What follows belongs to an exercise in optimizing a design on an open flow for small area; a production flow would make more cautious choices. The RTL of this run was laid out without a check of its function. Power and IR drop assume default switching activity.

## design.v

```verilog
module arqe (
    input  wire         clk,
    input  wire         rst,
    input  wire         host_valid,
    input  wire         host_we,
    input  wire [5:0]   host_widx,
    input  wire [31:0]  host_wdata,
    output reg  [31:0]  host_rdata,
    output wire         poll_req,
    output wire [31:0]  poll_dur,
    input  wire         rxd_valid,
    input  wire [127:0] rxd,
    output wire         txd_valid,
    output wire [79:0]  txd,
    input  wire         txd_ready,
    output wire         txb_valid,
    output wire [7:0]   txb,
    input  wire         txb_ready,
    input  wire         rnd_valid,
    input  wire [7:0]   rnd,
    output wire         rnd_ready,
    output reg          lct_valid,
    output reg          lct_start,
    output reg          sev_valid,
    output reg  [40:0]  sev,
    input  wire         lev_valid,
    input  wire         lev_code,
    input  wire         tick,
    output wire         sess_done,
    output wire         sess_abort
);
    localparam [3:0] S_IDLE    = 4'd0,
                     S_I_NEXT  = 4'd1,
                     S_I_SEND  = 4'd2,
                     S_I_WAIT  = 4'd3,
                     S_R_WAIT  = 4'd4,
                     S_R_ACK   = 4'd5,
                     S_R_CHECK = 4'd6,
                     S_DONE    = 4'd7,
                     S_ABORTED = 4'd8;
    localparam [1:0] P_FIRST = 2'd0,    
                     P_FILL  = 2'd1,    
                     P_DESC  = 2'd2,    
                     P_PAY   = 2'd3;    
    localparam [7:0] TYPE_DATA = 8'h00,
                     TYPE_ACK  = 8'h01;
    localparam [7:0] SYM_OK    = 8'h2E,    
                     SYM_HERR  = 8'h78,    
                     SYM_PERR  = 8'h58,    
                     SYM_BADID = 8'h3F,    
                     SYM_TMO   = 8'h54,    
                     SYM_UFL   = 8'h55,    
                     SYM_OFL   = 8'h4F;    
    localparam [15:0] ACK_PAYLEN = 16'd1;
    reg         role;
    reg [31:0]  npkt;
    reg [31:0]  maxatt;
    reg [31:0]  tmo;
    reg [31:0]  poll;
    reg [15:0]  paylen;
    reg [3:0]   state;
    reg         cfgerr;
    reg [16:0]  seq;
    reg [31:0]  attempt;
    reg [31:0]  elapsed;
    reg [63:0]  bytes;
    reg [63:0]  sess_time;
    reg [15:0]  last_id;
    reg         last_valid;
    reg [1:0]   phase;
    reg [15:0]  bcnt;       
    reg [39:0]  fill;       
    wire busy    = (state >= S_I_NEXT) && (state <= S_R_CHECK);
    wire done    = (state == S_DONE);
    wire aborted = (state == S_ABORTED);
    assign sess_done  = done;
    assign sess_abort = aborted;
    wire        rx_present = rxd[0];
    wire        rx_hv      = rxd[1];
    wire        rx_pv      = rxd[2];
    wire [15:0] rx_q       = rxd[47:32];
    wire [15:0] rx_len     = rxd[63:48];
    wire [7:0]  rx_type    = rxd[111:104];
    wire [15:0] rx_seq     = rxd[127:112];
    wire lev_busy = lev_valid && busy;
    wire timed_out = (elapsed >= tmo);
    assign poll_req = ((state == S_I_WAIT && !timed_out) || state == S_R_WAIT) && !lev_valid;
    assign poll_dur = poll;
    wire   poll_fire = poll_req && rxd_valid;
    wire in_tx     = (state == S_I_SEND || state == S_R_ACK);
    wire tx_fill   = in_tx && (phase == P_FILL);
    wire tx_desc   = in_tx && (phase == P_DESC);
    wire tx_pay    = in_tx && (phase == P_PAY);
    wire [15:0] hdr_seq  = (state == S_R_ACK) ? last_id : seq[15:0];
    wire [7:0]  hdr_type = (state == S_R_ACK) ? TYPE_ACK : TYPE_DATA;
    wire [15:0] tx_len   = (state == S_R_ACK) ? ACK_PAYLEN : paylen;
    assign txd_valid = tx_desc;
    assign txd       = {hdr_seq, hdr_type, fill, tx_len};
    assign txb_valid = tx_pay && rnd_valid;
    assign txb       = rnd;
    assign rnd_ready = tx_fill || (tx_pay && txb_ready);
    wire fill_take = tx_fill && rnd_valid;
    wire pay_take  = tx_pay && rnd_valid && txb_ready;
    wire host_wr  = host_valid && host_we;
    wire ctrl_wr  = host_wr && (host_widx == 6'd0) && !busy;
    wire start_rq = ctrl_wr && host_wdata[0];
    wire cfg_ok_i = (npkt <= 32'd65536) && (poll >= 32'd1) && (poll <= tmo) &&
                    (tmo <= 32'h7FFF_FFFF) && (paylen <= 16'hFFFF);
    wire cfg_ok_r = (npkt <= 32'd65536) && (poll >= 32'd1) && (poll <= 32'h7FFF_FFFF);
    wire cfg_ok   = host_wdata[1] ? cfg_ok_r : cfg_ok_i;
    always @(*) begin
        case (host_widx)
            6'd0:    host_rdata = {30'd0, role, 1'b0};
            6'd1:    host_rdata = {23'd0, last_valid, cfgerr, aborted, done, busy, state};
            6'd2:    host_rdata = npkt;
            6'd3:    host_rdata = maxatt;
            6'd4:    host_rdata = tmo;
            6'd5:    host_rdata = poll;
            6'd6:    host_rdata = {16'd0, paylen};
            6'd7:    host_rdata = {15'd0, seq};
            6'd8:    host_rdata = attempt;
            6'd9:    host_rdata = elapsed;
            6'd10:   host_rdata = bytes[31:0];
            6'd11:   host_rdata = bytes[63:32];
            6'd12:   host_rdata = sess_time[31:0];
            6'd13:   host_rdata = sess_time[63:32];
            6'd14:   host_rdata = {16'd0, last_id};
            default: host_rdata = 32'd0;
        endcase
    end
    always @(posedge clk) begin
        if (rst) begin
            role       <= 1'b0;
            npkt       <= 32'd0;
            maxatt     <= 32'd0;
            tmo        <= 32'd0;
            poll       <= 32'd0;
            paylen     <= 16'd0;
            state      <= S_IDLE;
            cfgerr     <= 1'b0;
            seq        <= 17'd0;
            attempt    <= 32'd0;
            elapsed    <= 32'd0;
            bytes      <= 64'd0;
            sess_time  <= 64'd0;
            last_id    <= 16'd0;
            last_valid <= 1'b0;
            phase      <= P_FIRST;
            bcnt       <= 16'd0;
            fill       <= 40'd0;
            lct_valid  <= 1'b0;
            lct_start  <= 1'b0;
            sev_valid  <= 1'b0;
            sev        <= 41'd0;
        end else begin
            lct_valid <= 1'b0;
            sev_valid <= 1'b0;
            if (tick && busy)
                sess_time <= sess_time + 64'd1;
            if (lev_busy) begin
                sev_valid <= 1'b1;
                sev       <= {1'b0, 16'd0, 16'd0, lev_code ? SYM_OFL : SYM_UFL};
            end
            if (host_wr && !busy) begin
                case (host_widx)
                    6'd2: npkt   <= host_wdata;
                    6'd3: maxatt <= host_wdata;
                    6'd4: tmo    <= host_wdata;
                    6'd5: poll   <= host_wdata;
                    6'd6: paylen <= host_wdata[15:0];
                    default: ;
                endcase
            end
            if (ctrl_wr) begin
                role <= host_wdata[1];
                if (start_rq) begin
                    if (cfg_ok) begin
                        cfgerr     <= 1'b0;
                        seq        <= 17'd0;
                        attempt    <= 32'd0;
                        elapsed    <= 32'd0;
                        bytes      <= 64'd0;
                        sess_time  <= 64'd0;
                        last_id    <= 16'd0;
                        last_valid <= 1'b0;
                        phase      <= P_FIRST;
                        bcnt       <= 16'd0;
                        lct_valid  <= 1'b1;
                        lct_start  <= 1'b1;
                        state      <= host_wdata[1] ? S_R_WAIT : S_I_NEXT;
                    end else begin
                        cfgerr <= 1'b1;
                    end
                end
            end
            case (state)
                S_I_NEXT: begin
                    if ({15'd0, seq} < npkt) begin           
                        attempt <= 32'd0;
                        phase   <= P_FIRST;
                        state   <= S_I_SEND;
                    end else begin                           
                        lct_valid <= 1'b1;
                        lct_start <= 1'b0;
                        state     <= S_DONE;
                    end
                end
                S_I_SEND, S_R_ACK: begin
                    case (phase)
                        P_FIRST: begin
                            if (state == S_R_ACK || attempt < maxatt) begin
                                phase <= P_FILL;
                                bcnt  <= 16'd0;
                            end else begin                   
                                lct_valid <= 1'b1;
                                lct_start <= 1'b0;
                                state     <= S_ABORTED;
                            end
                        end
                        P_FILL: begin
                            if (fill_take) begin
                                fill <= {fill[31:0], rnd};
                                if (bcnt == 16'd4) begin
                                    phase <= P_DESC;
                                    bcnt  <= 16'd0;
                                end else begin
                                    bcnt <= bcnt + 16'd1;
                                end
                            end
                        end
                        P_DESC: begin
                            if (txd_ready) begin
                                if (tx_len == 16'd0) begin
                                    phase <= P_FIRST;
                                    if (state == S_R_ACK) begin
                                        state <= S_R_CHECK;
                                    end else begin
                                        attempt <= attempt + 32'd1;
                                        elapsed <= 32'd0;
                                        state   <= S_I_WAIT;
                                    end
                                end else begin
                                    phase <= P_PAY;
                                end
                            end
                        end
                        P_PAY: begin
                            if (pay_take) begin
                                if (bcnt == tx_len - 16'd1) begin
                                    phase <= P_FIRST;
                                    bcnt  <= 16'd0;
                                    if (state == S_R_ACK) begin
                                        state <= S_R_CHECK;
                                    end else begin
                                        attempt <= attempt + 32'd1;
                                        elapsed <= 32'd0;
                                        state   <= S_I_WAIT;
                                    end
                                end else begin
                                    bcnt <= bcnt + 16'd1;
                                end
                            end
                        end
                    endcase
                end
                S_I_WAIT: begin
                    if (timed_out) begin
                        if (!lev_valid) begin                
                            sev_valid <= 1'b1;
                            sev       <= {1'b0, 16'd0, 16'd0, SYM_TMO};
                            phase     <= P_FIRST;
                            state     <= S_I_SEND;
                        end
                    end else if (poll_fire) begin
                        elapsed <= elapsed + poll;
                        if (rx_present) begin
                            if (!rx_hv) begin                
                                sev_valid <= 1'b1;
                                sev       <= {1'b0, 16'd0, 16'd0, SYM_HERR};
                            end else if (rx_type != TYPE_ACK) begin
                            end else if (!rx_pv) begin       
                                sev_valid <= 1'b1;
                                sev       <= {1'b0, 16'd0, 16'd0, SYM_PERR};
                            end else if (rx_seq != seq[15:0]) begin   
                                sev_valid <= 1'b1;
                                sev       <= {1'b0, 16'd0, 16'd0, SYM_BADID};
                            end else begin                   
                                sev_valid <= 1'b1;
                                sev       <= {1'b0, 16'd0, 16'd0, SYM_OK};
                                bytes     <= bytes + {48'd0, paylen};
                                seq       <= seq + 17'd1;
                                state     <= S_I_NEXT;
                            end
                        end
                    end
                end
                S_R_WAIT: begin
                    if (poll_fire && rx_present) begin
                        if (!rx_hv) begin                    
                            sev_valid <= 1'b1;
                            sev       <= {1'b0, 16'd0, 16'd0, SYM_HERR};
                        end else if (rx_type != TYPE_DATA) begin
                        end else if (!rx_pv) begin           
                            sev_valid <= 1'b1;
                            sev       <= {1'b0, 16'd0, 16'd0, SYM_PERR};
                        end else begin                       
                            sev_valid  <= 1'b1;
                            sev        <= {1'b1, rx_seq, rx_q, SYM_OK};
                            bytes      <= bytes + {48'd0, rx_len};
                            last_id    <= rx_seq;
                            last_valid <= 1'b1;
                            phase      <= P_FILL;
                            bcnt       <= 16'd0;
                            state      <= S_R_ACK;
                        end
                    end
                end
                S_R_CHECK: begin
                    if ({17'd0, last_id} == {1'b0, npkt} - 33'd1) begin   
                        lct_valid <= 1'b1;
                        lct_start <= 1'b0;
                        state     <= S_DONE;
                    end else begin                           
                        state <= S_R_WAIT;
                    end
                end
                default: ;
            endcase
            if (host_wr) begin
                case (host_widx)
                    6'd8:  attempt          <= host_wdata;
                    6'd9:  elapsed          <= host_wdata;
                    6'd10: bytes[31:0]      <= host_wdata;
                    6'd11: bytes[63:32]     <= host_wdata;
                    6'd12: sess_time[31:0]  <= host_wdata;
                    6'd13: sess_time[63:32] <= host_wdata;
                    default: ;
                endcase
            end
        end
    end
endmodule
```

## run.sh

```bash
#!/bin/bash
# synth_recipe.tcl (not shown) runs the flow's synth.tcl, then flattens the netlist and writes it again
# the make line also repeats each setting of config.mk as NAME=value (left out here)
make -C /OpenROAD-flow-scripts/flow DESIGN_CONFIG=/design/flow/config.mk WORK_HOME=/design/flow/orfs CLKGATE_MAP_FILE= SYNTH_SCRIPT=/design/flow/synth_recipe.tcl finish
```

## config.mk

```make
export PLATFORM = sky130hd
export DESIGN_NAME = arqe
export DESIGN_NICKNAME = arqe
export VERILOG_FILES = /design/flow/design.v
export SDC_FILE = /design/flow/constraint.sdc
export NUM_CORES = 4
export LEC_CHECK = 0
export CAP_MARGIN = 20
export CORE_MARGIN = 2
export CORE_UTILIZATION = 40
export PLACE_DENSITY = 0.6
export SLEW_MARGIN = 20
```

## constraint.sdc

```tcl
create_clock -name core_clock -period 7.0 [get_ports {clk}]
set_input_delay 1.4000 -clock core_clock [delete_from_list [all_inputs] [get_ports {clk}]]
set_output_delay 1.4000 -clock core_clock [all_outputs]
set_load 0.01 [all_outputs]
```

==> summary.txt <==
==> tightest hold or removal path: stages, from the launching register on <==
cell,delay [ps]
dfxtp_1,310
nand2_1,50
a21oi_1,50
==> state kept, by name (all words and copies together) (netlist names), 16 cells and up <==
name and flops:
attempt 32, bcnt 16, bytes 64, elapsed 32, fill 40, last_id 16, maxatt 32, npkt 32
paylen 16, poll 32, seq 17, sess_time 64, sev 41, tmo 32
==> cell families after synthesis <==
family / after synthesis / share of synthesized area
xor+xnor: 178 / 0.0465
other cells: 1 / 0.000112
flops: 478 / 0.286
simple gates: 1909 / 0.266
fa+ha+maj: 185 / 0.0697
compound gates: 1389 / 0.269
mux: 15 / 0.00463
buf+inv: 498 / 0.0584
==> synth_stat cells (15+ instances only) <==
master / count
nand2_1: 751
a21oi_1: 479
dfxtp_1: 478
nor2_1: 394
clkbuf_1: 305
o21ai_0: 220
ha_1: 182
nand3_1: 171
nor3_1: 164
a22oi_1: 150
inv_1: 136
xnor2_1: 89
xor2_1: 89
nand4_1: 74
a221oi_1: 72
and3_1: 67
a31oi_1: 61
a211oi_1: 48
nor4_1: 46
a21o_1: 42
o211ai_1: 42
nand2b_1: 35
and2_1: 34
or3_1: 34
a22o_1: 31
nand3b_1: 30
buf_1: 26
o22ai_1: 23
a311oi_1: 22
and4_1: 20
o21a_1: 19
buf_4: 17
nor2b_1: 17
o31ai_1: 17
or2_2: 17
or4_1: 15
==> power breakdown <==
part           internal, W  switching (W)
registers          0.00274      0.0000299
clock network      0.00182        0.00134
logic             0.000166       0.000336
total              0.00472        0.00171
==> metal layers <==
metal	GRT usage	wire, um	vias up
met4	0.197	10200	0
met1	0.499	66000	18000
met2	0.540	67900	2403
li1	-	-	17100
met5	0	0	-
met3	0.0798	20500	416
==> final cells by class <==
class	instances	area, sq um
multi-input cells	3683	22200
inverters	137	514
repair buffers	415	3950
well taps	1080	1350
clock buffers	88	1660
fillers	8402	43800
flip-flops and latches	478	9570
clock inverters	17	253
diodes	3	7.51
==> stage by stage <==
step | setup slack (ps) | instances
3_3_place_gp | 975 | 5792
2_1_floorplan | 2480 | 4659
4_1_cts | 939 | 5897
6_report | 786 | 5901
3_5_place_dp | 942 | 5792
5_1_grt | 807 | 5898
==> worst max-delay path by stage <==
stage                      start        endpoint  cells after the start
floorplan           host_widx[0]   host_rdata[6]                      7
global placement    host_widx[5]  host_rdata[11]                     10
detailed placement  host_widx[5]  host_rdata[11]                     10
CTS                 host_widx[5]  host_rdata[11]                     10
global route        host_widx[0]   host_rdata[8]                     11
finish              host_widx[5]  host_rdata[11]                     10
==> flow_summary.ini <==
[cts]
clk_pin_slew_ps = 60
worstSkewPairLatency_ps = 660
cts_setup_buffers = 0
hold_buffers = 0
numCtsBuffers = 57
cts_resized = 0
cts_tree = built
ctsHtreeMaxLevel = 2
cts_sinks = 478
root_buffer = clkbuf_16
clock_path_buffers = 3

[timing]
max_slew_margin = 0.116
whs_ps = 454
fmax_ghz = 0.161
hold_viol = 0
fin_tns_setup_ps = 0
tightest_slew_ps = 1320
skew_ps = 22.6
maxSlewViolCount = 0
rsz0062_at_grt = false
fin_crit_sh = 0.888
finalSetupViolations = 0
finalCriticalPeriod_ps = 6210

[place]
place.port_buffers = 310
place_area_sq_mm = 0.0375
routabilityCongestion = 1.04
hpwlAfterDp_mm = 120

[min_path]
worstHoldStart = fill[38]$_SDFFE_PP0P_
holdPathStages = 2
min_to = fill[38]$_SDFFE_PP0P_
min_path_type = register to register

[floorplan]
fp-row-count = 106
core_area_sq_mm = 0.0833
die_height_um = 293
start_util = 0.402
io_pins = 387
die_area_sq_mm = 0.0861
die_w_um = 293

[worst_setup_path]
crit_type = input port to primary output
critPathBufInv = 3
critPathRequiredTime_ps = 5600
cp-end-kind = primary output
cp_max_fo = 19
critPathMostFrequentCell = clkdlybuf4s50_1
start_kind = input port
r2r-end = elapsed[29]$_SDFF_PP0_
r2r_cells = 14
cpMaxStageDelayCell = nor2_2
r2r_slack_ps = 1560
path_cells = clkdlybuf4s50_1 > nor2_1 > nand3_1 > nor2_2 > buf_12 > a32o_1 > a221oi_1 > and3_1 > nand2_1 > clkdlybuf4s50_1
critical_path.max_stage_delay_ps = 760
cp.arrival_ps = 4810
crit_family = simple AND/OR/NAND/NOR gates
r2r-start = state[1]$_SDFF_PP0_

[drt]
routedWlPerCell_um = 27.9
drt_pass1_iterations = 9
antenna_left = 0
drc = 0
wirelength_mm = 165
viasPerCell = 6.43
vias = 37900
drtIter0Drc = 5269

[yosys]
postSynth.asyncResetShare = 0
synth_area_sq_mm = 0.0335
synthTopCellsByArea = dfxtp_1 (29%), nand2_1 (8.4%), a21oi_1 (7.2%)
syn_inst = 4653
ys_types = 101
avgSynthCellArea_sq_um = 7.20
ys_seq_area_frac = 0.286
yosys.area.top_type_share = 0.286
ys_warn_count = 1
yosys.area.top_type = dfxtp_1
synth-seq-cells = 478
synth_edf_count = 0
ys.flop_type = dfxtp_1

[global_routing]
track_usage = 0.367
grt_pass1_wl_mm = 236
grt_pass1_vias = 34400
grt_max_degree = 188
antenna_found_initial = 8
grt_overflow = 0

[layout]
final_cell_mix = nand2_1 (749), a21oi_1 (479), dfxtp_1 (478)
final_common_cell = nand2_1
nNetsFinal = 5142
drive_gt1_frac = 0.0600
finalInstanceArea_sq_mm = 0.0395
layout-area-overhead-vs-synth_pct = 17.8
final_core_util = 0.474

[power]
ir_worst_vdd_uv = 200
leakage_nw = 14.1
p_per_area_mw_per_mm2 = 163
total_power_w = 0.00642

[status]
status = complete, no violations

[run]
max-cap-violations = 0

## afterwards: timing with drivers on the ports
The flow's constraints put no driver on any port. The routed layout listed below was extracted and timed again, unchanged, in two steps.
Step 1: set_driving_cell puts a clkbuf_16 on clk and a buf_2 on each other input, an assumption about the parent block.
Step 2 also shifts input and output timing later by t, the mid clock arrival at the registers, as if the neighbouring blocks saw the same clock.
a / b / c = ideal / step 1 / step 2; a / b = the first two.
shift t [ns]: 0.713
setup slack, ns: 0.786 / 0.763 / 0.763
worst setup path after step 2: input to output
slew at the worst register clock pin (ns): 0.07 / 0.07
pins driven straight from the clock port: 1
After both steps setup and hold are still met in this run. The setup slack of this run moves by -0.023 ns with the drivers and by -0.023 ns with both steps.
